Background: an optimization exercise with open tools, aiming at small area, a short achievable clock period and few clock cycles per item. Do not read the settings as production practice.
The RTL was checked by simulation tests, not by an equivalence proof against the original design.
No activity file was given, so power comes from the tool's default toggle rates.

==> flow/design.v <==
module lz_compress (
    input  wire        clk,
    input  wire        rst,
    input  wire        start,
    input  wire [12:0] src_len,
    input  wire [12:0] dst_cap,
    output wire        busy,
    output reg         done,
    output wire [7:0]  err_code,
    output wire [12:0] result_len,
    output wire [11:0] src_addr,
    input  wire [7:0]  src_rdata,
    output reg         dst_we,
    output reg  [12:0] dst_addr,
    output reg  [7:0]  dst_wdata,
    output reg  [11:0] head_addr,
    output reg         head_we,
    output reg  [12:0] head_wdata,
    input  wire [12:0] head_rdata,
    output reg  [10:0] chain_addr,
    output reg         chain_we,
    output wire [10:0] chain_wdata,
    input  wire [10:0] chain_rdata
);
    localparam [3:0]
        S_IDLE = 4'd0,
        S_CHK  = 4'd1,
        S_CLR  = 4'd2,
        S_HA   = 4'd3,    
        S_HB   = 4'd4,    
        S_SRCH = 4'd5,    
        S_DEC  = 4'd6,    
        S_T0   = 4'd7,    
        S_T1   = 4'd8,
        S_FIN  = 4'd9;
    reg [3:0]  state;
    reg [1:0]  err;
    reg [12:0] rem;          
    reg [12:0] q;            
    reg [12:0] co;           
    reg [3:0]  cnt;          
    reg [7:0]  w [0:9];      
    reg [11:0] sa;           
    reg [10:0] lk;
    reg        lkp;
    reg [3:0]  run_len;
    reg [12:0] hdr;
    reg        hpend;        
    reg        b1pend;
    reg [11:0] p, pf, cdist;
    reg [10:0] delta;
    reg        cyc0, cyc1;
    reg [3:0]  bl;
    reg [10:0] bd;
    reg        iv;
    reg [3:0]  ik;
    reg        fv;
    reg [3:0]  fk;
    assign busy        = (state != S_IDLE);
    assign err_code    = {6'd0, err};
    assign result_len  = co;
    assign src_addr    = sa;
    assign chain_wdata = lk;
    function eligible;
        input [7:0] b;
        begin
            eligible = (b == 8'h00) || (b >= 8'h09 && b <= 8'h7F);
        end
    endfunction
    wire [8:0] ha = {1'b0, w[1]};
    wire [8:0] hb = {1'b0, w[2]};
    wire [8:0] hash = {ha[5:0], ha[8:6]} ^ {hb[2:0], hb[8:3]} ^ {1'b0, w[3]};
    wire [11:0] hd     = q[11:0] - head_rdata[11:0];
    wire        hvalid = head_rdata[12] & ~hd[11];
    reg         ins_ok;      
    wire [3:0]  lim    = (rem >= 13'd10) ? 4'd10 : rem[3:0];
    wire [10:0] dsrc    = cyc1 ? chain_rdata : delta;
    wire [11:0] c_np    = p - {1'b0, dsrc};
    wire [11:0] c_npf   = pf - {1'b0, dsrc};
    wire [11:0] c_ndist = cdist + {1'b0, dsrc};
    wire        c_nval  = (dsrc != 11'd0) & ~c_ndist[11];
    function [3:0] nxt;
        input [3:0] k;
        reg   [3:0] s1;
        begin
            s1  = (k == 4'd1) ? 4'd3 : k + 4'd1;
            nxt = (s1 == bl) ? s1 + 4'd1 : s1;
        end
    endfunction
    wire        i_first = (ik == bl) && (bl >= 4'd3);
    wire [3:0]  nk      = i_first ? 4'd0 : nxt(ik);
    wire        nv      = iv && (nk < lim);
    wire m        = (src_rdata == w[fk]);
    wire f_ext    = (fk > bl);
    wire f_last   = (fk != bl) && !(nxt(fk) < lim);
    wire ev_rej   = fv && !f_ext && !m;
    wire ev_end   = fv && m && f_last;
    wire ev_acc   = fv && f_ext && !m;
    wire sw       = ev_rej || ev_acc;
    wire sw_valid = c_nval;
    wire [3:0]  bl_new = ev_acc ? fk : bl;
    wire [11:0] sw_p   = c_np;
    wire [11:0] sw_d   = c_ndist;
    wire [11:0] sw_a   = ev_acc ? (c_np + {8'd0, fk}) : c_npf;
    wire       is_pair  = (w[0] == 8'h20) && (w[1][7:6] == 2'b01);
    wire       tok_pair = is_pair && (bl <= 4'd3);
    wire       tok_bref = !tok_pair && (bl >= 4'd3);
    wire [3:0] tok_len  = tok_pair ? 4'd2 : (tok_bref ? bl : 4'd1);
    wire [7:0]  lb       = (state == S_T1) ? w[2] : ((state == S_T0) ? w[1] : w[0]);
    wire        lb_lit   = eligible(lb) && (run_len == 4'd0);
    wire [12:0] co1      = co + 13'd1;
    wire        t_pair   = (rem == 13'd2) && (w[1] == 8'h20) && (w[2][7:6] == 2'b01);
    reg        new_we;
    reg        wr_we;
    reg [12:0] wr_addr;
    reg [7:0]  wr_data;
    always @(*) begin
        head_addr  = {3'd0, hash};
        head_we    = 1'b0;
        head_wdata = {1'b1, q[11:0]};
        chain_addr = q[10:0];
        chain_we   = 1'b0;
        new_we     = 1'b0;
        wr_addr   = co;
        wr_data  = lb;
        case (state)
            S_CLR: begin
                head_addr  = {3'd0, q[8:0]};
                head_we    = 1'b1;
                head_wdata = 13'd0;
            end
            S_HB:   head_we = ins_ok;
            S_SRCH: chain_addr = p[10:0];
            S_DEC: begin
                new_we = 1'b1;
                if (tok_pair) begin
                    wr_data = w[1] ^ 8'h80;
                end else if (tok_bref) begin
                    wr_data = {2'b10, bd[10:5]};
                end else if (!lb_lit && run_len == 4'd0) begin
                    wr_addr = co1;
                end
            end
            S_T0: begin
                if (hpend) begin
                    new_we = 1'b0;
                end else if (t_pair) begin
                    new_we    = 1'b1;
                    wr_data = w[2] ^ 8'h80;
                end else if (rem != 13'd0) begin
                    new_we = 1'b1;
                    if (!lb_lit && run_len == 4'd0) wr_addr = co1;
                end
            end
            S_T1: begin
                new_we = !hpend;
                if (!lb_lit && run_len == 4'd0) wr_addr = co1;
            end
            S_FIN: begin
                if (!b1pend && !hpend && run_len != 4'd0) begin
                    new_we    = 1'b1;
                    wr_addr  = hdr;
                    wr_data = {4'd0, run_len};
                end
            end
            default: ;
        endcase
        if (state != S_SRCH && state != S_IDLE && state != S_CHK && state != S_CLR)
            chain_we = lkp;
        wr_we = new_we;
        if (!new_we) begin
            if (b1pend) begin
                wr_we    = 1'b1;
                wr_addr  = co;
                wr_data = {bd[4:0], bl[2:0] - 3'd3};
            end else if (hpend) begin
                wr_we    = 1'b1;
                wr_addr  = hdr;
                wr_data = {4'd0, run_len};
            end
        end
    end
    integer i;
    always @(posedge clk) begin
        if (rst) begin
            dst_we <= 1'b0;
        end else begin
            dst_we <= wr_we;
        end
        dst_addr  <= wr_addr;
        dst_wdata <= wr_data;
    end
    always @(posedge clk) begin
        if (rst) begin
            state   <= S_IDLE;
            done    <= 1'b0;
            err     <= 2'd0;
            co      <= 13'd0;
            lkp     <= 1'b0;
            hpend   <= 1'b0;
            b1pend  <= 1'b0;
            run_len <= 4'd0;
            fv      <= 1'b0;
            iv      <= 1'b0;
        end else begin
            done <= 1'b0;
            if (!new_we) begin
                if (b1pend) begin
                    b1pend <= 1'b0;
                    co     <= co1;
                end else if (hpend) begin
                    hpend   <= 1'b0;
                    run_len <= 4'd0;
                end
            end
            if (chain_we) lkp <= 1'b0;
            case (state)
                S_IDLE: begin
                    if (start) begin
                        rem   <= src_len;
                        ins_ok <= (src_len >= 13'd3);
                        co    <= dst_cap;
                        state <= S_CHK;
                    end
                end
                S_CHK: begin
                    if (rem > 13'd4096 || co > 13'd4609) begin
                        err   <= 2'd2;
                        co    <= 13'd0;
                        done  <= 1'b1;
                        state <= S_IDLE;
                    end else if (co < rem + {3'd0, rem[12:3]} + 13'd1) begin
                        err   <= 2'd3;
                        co    <= 13'd0;
                        done  <= 1'b1;
                        state <= S_IDLE;
                    end else begin
                        co      <= 13'd0;
                        q       <= 13'd0;
                        sa      <= 12'd3594;     
                        run_len <= 4'd0;
                        hpend   <= 1'b0;
                        b1pend  <= 1'b0;
                        lkp     <= 1'b0;
                        cnt     <= 4'd0;
                        state   <= S_CLR;
                    end
                end
                S_CLR: begin
                    for (i = 0; i < 9; i = i + 1) w[i] <= w[i+1];
                    w[9] <= src_rdata;
                    if (q[8:0] == 9'd511) begin
                        q     <= 13'h1fff;      
                        state <= S_HA;
                    end else begin
                        q  <= q + 13'd1;
                        sa <= sa + 12'd1;
                    end
                end
                S_HA: begin
                    q <= q + 13'd1;
                    if (cnt == 4'd0 && !ins_ok)
                        state <= S_T0;
                    else
                        state <= S_HB;
                end
                S_HB: begin
                    lk  <= hvalid ? hd[10:0] : 11'd0;
                    lkp <= ins_ok;
                    for (i = 0; i < 9; i = i + 1) w[i] <= w[i+1];
                    w[9] <= src_rdata;
                    if (cnt != 4'd0) begin
                        cnt   <= cnt - 4'd1;
                        rem   <= rem - 13'd1;
                        ins_ok <= (rem >= 13'd4);
                        sa    <= sa + 12'd1;
                        state <= S_HA;
                    end else begin
                        bl    <= 4'd2;
                        p     <= head_rdata[11:0];
                        pf    <= head_rdata[11:0];
                        sa    <= hvalid ? head_rdata[11:0] : q[11:0] + 12'd10;
                        cdist  <= hd;
                        iv    <= 1'b1;
                        ik    <= 4'd0;
                        fv    <= 1'b0;
                        cyc0  <= 1'b1;
                        cyc1  <= 1'b0;
                        state <= hvalid ? S_SRCH : S_DEC;
                    end
                end
                S_SRCH: begin
                    cyc0 <= 1'b0;
                    cyc1 <= cyc0;
                    if (cyc1) delta <= chain_rdata;
                    if (ev_end) begin
                        bl    <= lim;
                        bd    <= cdist[10:0];
                        fv    <= 1'b0;
                        sa    <= q[11:0] + 12'd10;
                        state <= S_DEC;
                    end else if (sw) begin
                        if (ev_acc) begin
                            bl <= fk;
                            bd <= cdist[10:0];
                        end
                        fv <= 1'b0;
                        if (!sw_valid) begin
                            sa    <= q[11:0] + 12'd10;
                            state <= S_DEC;
                        end else begin
                            p    <= sw_p;
                            cdist <= sw_d;
                            sa   <= sw_a;
                            pf   <= sw_a;
                            cyc0 <= 1'b1;
                            cyc1 <= 1'b0;
                            iv   <= 1'b1;
                            ik   <= (bl_new >= 4'd3) ? bl_new : 4'd0;
                        end
                    end else begin
                        fv  <= iv;
                        fk  <= ik;
                        iv  <= nv;
                        ik  <= nk;
                        sa  <= p + {8'd0, nk};
                    end
                end
                S_DEC: begin
                    q   <= q + 13'd1;
                    rem <= rem - 13'd1;
                    ins_ok <= (rem >= 13'd4);
                    cnt <= tok_len - 4'd1;
                    state <= (tok_len == 4'd1 && rem < 13'd4) ? S_T0 : S_HB;
                    if (tok_pair || tok_bref) begin
                        co <= co1;
                        if (run_len != 4'd0) hpend <= 1'b1;
                        b1pend <= tok_bref;
                    end else if (lb_lit) begin
                        co <= co1;
                    end else begin
                        if (run_len == 4'd0) begin
                            hdr <= co;
                            co  <= co + 13'd2;
                        end else begin
                            co  <= co1;
                        end
                        run_len <= run_len + 4'd1;
                        if (run_len == 4'd7) hpend <= 1'b1;
                    end
                end
                S_T0, S_T1: begin
                    if (hpend) begin
                        state <= state;
                    end else if (state == S_T0 && t_pair) begin
                        co <= co1;
                        if (run_len != 4'd0) hpend <= 1'b1;
                        state <= S_FIN;
                    end else if (state == S_T0 && rem == 13'd0) begin
                        state <= S_FIN;
                    end else begin
                        if (lb_lit) begin
                            co <= co1;
                        end else begin
                            if (run_len == 4'd0) begin
                                hdr <= co;
                                co  <= co + 13'd2;
                            end else begin
                                co  <= co1;
                            end
                            run_len <= run_len + 4'd1;
                            if (run_len == 4'd7) hpend <= 1'b1;
                        end
                        state <= (state == S_T0 && rem == 13'd2) ? S_T1 : S_FIN;
                    end
                end
                S_FIN: begin
                    if (!b1pend && !hpend) begin
                        if (run_len != 4'd0) begin
                            run_len <= 4'd0;
                        end else begin
                            err   <= 2'd0;
                            done  <= 1'b1;
                            state <= S_IDLE;
                        end
                    end
                end
                default: state <= S_IDLE;
            endcase
        end
    end
endmodule
export LEC_CHECK = 0
export CAP_MARGIN = 20
export CORE_MARGIN = 2
export CORE_UTILIZATION = 65
export CTS_BUF_LIST = sky130_fd_sc_hd__clkbuf_8
export SETUP_SLACK_MARGIN = 5.0
export SLEW_MARGIN = 20
create_clock -name core_clock -period 10.0 [get_ports {clk}]
standard.sh (not shown) runs the stock make flow with config.mk's settings and CLKGATE_MAP_FILE= SYNTH_SCRIPT=/design/flow/synth_recipe.tcl, a recipe that flattens the netlist after the stock synthesis.
==> flow/flow/run.sh <==
#!/bin/bash
# Standard layout, with plain buffers (buf_2) on the ports instead of the
# delay buffers buffer_ports picks by default.
set -euo pipefail
export BUFFER_PORTS_ARGS="-buffer_cell sky130_fd_sc_hd__buf_2"
bash standard.sh > standard.log 2>&1
The first run completed without violations.
Testbench counts at the start, summed over its fixed seeds: cycles 340,128, bytes 47,585.
Rerun with:
--- a/flow/design.v
+++ b/flow/design.v
@@ -48,5 +48,6 @@
     reg        hpend;        
     reg        b1pend;
-    reg [11:0] p, pf, cdist;
+    reg [11:0] p;
+    reg [10:0] room;         
     reg [10:0] delta;
     reg        cyc0, cyc1;
@@ -70,5 +71,5 @@
     wire [8:0] ha = {1'b0, w[1]};
     wire [8:0] hb = {1'b0, w[2]};
-    wire [8:0] hash = {ha[5:0], ha[8:6]} ^ {hb[2:0], hb[8:3]} ^ {1'b0, w[3]};
+    wire [8:0] hash = {ha[3:0], ha[8:4]} ^ (ha >> 3) ^ {hb[6:0], hb[8:7]} ^ (hb >> 3) ^ {1'b0, w[3]};
     wire [11:0] hd     = q[11:0] - head_rdata[11:0];
     wire        hvalid = head_rdata[12] & ~hd[11];
@@ -77,7 +78,8 @@
     wire [10:0] dsrc    = cyc1 ? chain_rdata : delta;
     wire [11:0] c_np    = p - {1'b0, dsrc};
+    wire [11:0] pf      = p + ((bl >= 4'd3) ? {8'd0, bl} : 12'd0);  
     wire [11:0] c_npf   = pf - {1'b0, dsrc};
-    wire [11:0] c_ndist = cdist + {1'b0, dsrc};
-    wire        c_nval  = (dsrc != 11'd0) & ~c_ndist[11];
+    wire [10:0] c_room  = room - dsrc;
+    wire        c_nval  = (dsrc != 11'd0) && (dsrc <= room);
     function [3:0] nxt;
         input [3:0] k;
@@ -101,6 +103,6 @@
     wire [3:0]  bl_new = ev_acc ? fk : bl;
     wire [11:0] sw_p   = c_np;
-    wire [11:0] sw_d   = c_ndist;
-    wire [11:0] sw_a   = ev_acc ? (c_np + {8'd0, fk}) : c_npf;
+    wire [11:0] acc_a  = (p + {8'd0, fk}) - {1'b0, delta};
+    wire [11:0] sw_a   = ev_acc ? acc_a : c_npf;
     wire       is_pair  = (w[0] == 8'h20) && (w[1][7:6] == 2'b01);
     wire       tok_pair = is_pair && (bl <= 4'd3);
@@ -279,7 +281,6 @@
                         bl    <= 4'd2;
                         p     <= head_rdata[11:0];
-                        pf    <= head_rdata[11:0];
+                        room  <= ~hd[10:0];
                         sa    <= hvalid ? head_rdata[11:0] : q[11:0] + 12'd10;
-                        cdist  <= hd;
                         iv    <= 1'b1;
                         ik    <= 4'd0;
@@ -296,5 +297,5 @@
                     if (ev_end) begin
                         bl    <= lim;
-                        bd    <= cdist[10:0];
+                        bd    <= ~room;
                         fv    <= 1'b0;
                         sa    <= q[11:0] + 12'd10;
@@ -303,5 +304,5 @@
                         if (ev_acc) begin
                             bl <= fk;
-                            bd <= cdist[10:0];
+                            bd <= ~room;
                         end
                         fv <= 1'b0;
@@ -311,7 +312,6 @@
                         end else begin
                             p    <= sw_p;
-                            cdist <= sw_d;
+                            room <= c_room;
                             sa   <= sw_a;
-                            pf   <= sw_a;
                             cyc0 <= 1'b1;
                             cyc1 <= 1'b0;
Via count is lower by about 5%.
Worst setup slack is better by 100 ps.
Maximum frequency grows by about 2.1%.
Power drops by about 40%.
Non-clock buffer count increases by 3.
Worst hold slack barely changes.
Area after synthesis shrinks by about 1.7%.
Final area is lower by about 1.3%.
Clock skew shrinks by 21 ps.
Testbench counts after the change, summed over its fixed seeds: cycles 333,986, bytes 47,585.

-- port drivers added, routing unchanged --
No port has a modelled driver above. Below, the same layouts with a new extraction and two added sets of constraints.
Step 1 assumes that a clkbuf_16 drives the clock port and a buf_2 every other input.
Step 2 times the ports against the registers' clock, not the clock port: input delays grow and output delays shrink by t, the midpoint of the rising clock arrivals with the driver on.
Slacks: ideal ports / drivers / drivers and shift; pairs: ideal ports / drivers.
| run | shift t [ns] | setup WS [ns] | hold WS [ns] | clock arrival spread, ns |
|---|---|---|---|---|
| the first run | 0.676 | 4.992 / 5.013 / 4.346 | 0.452 / 0.452 / 0.452 | 0.052 / 0.052 |
| the second run | 0.637 | 5.097 / 5.046 / 4.507 | 0.453 / 0.453 / 0.453 | 0.031 / 0.031 |
After both steps every run listed still meets setup and hold. The setup slack of the first run, which loses most, moves by +0.021 ns with the drivers and by -0.646 ns with both steps.
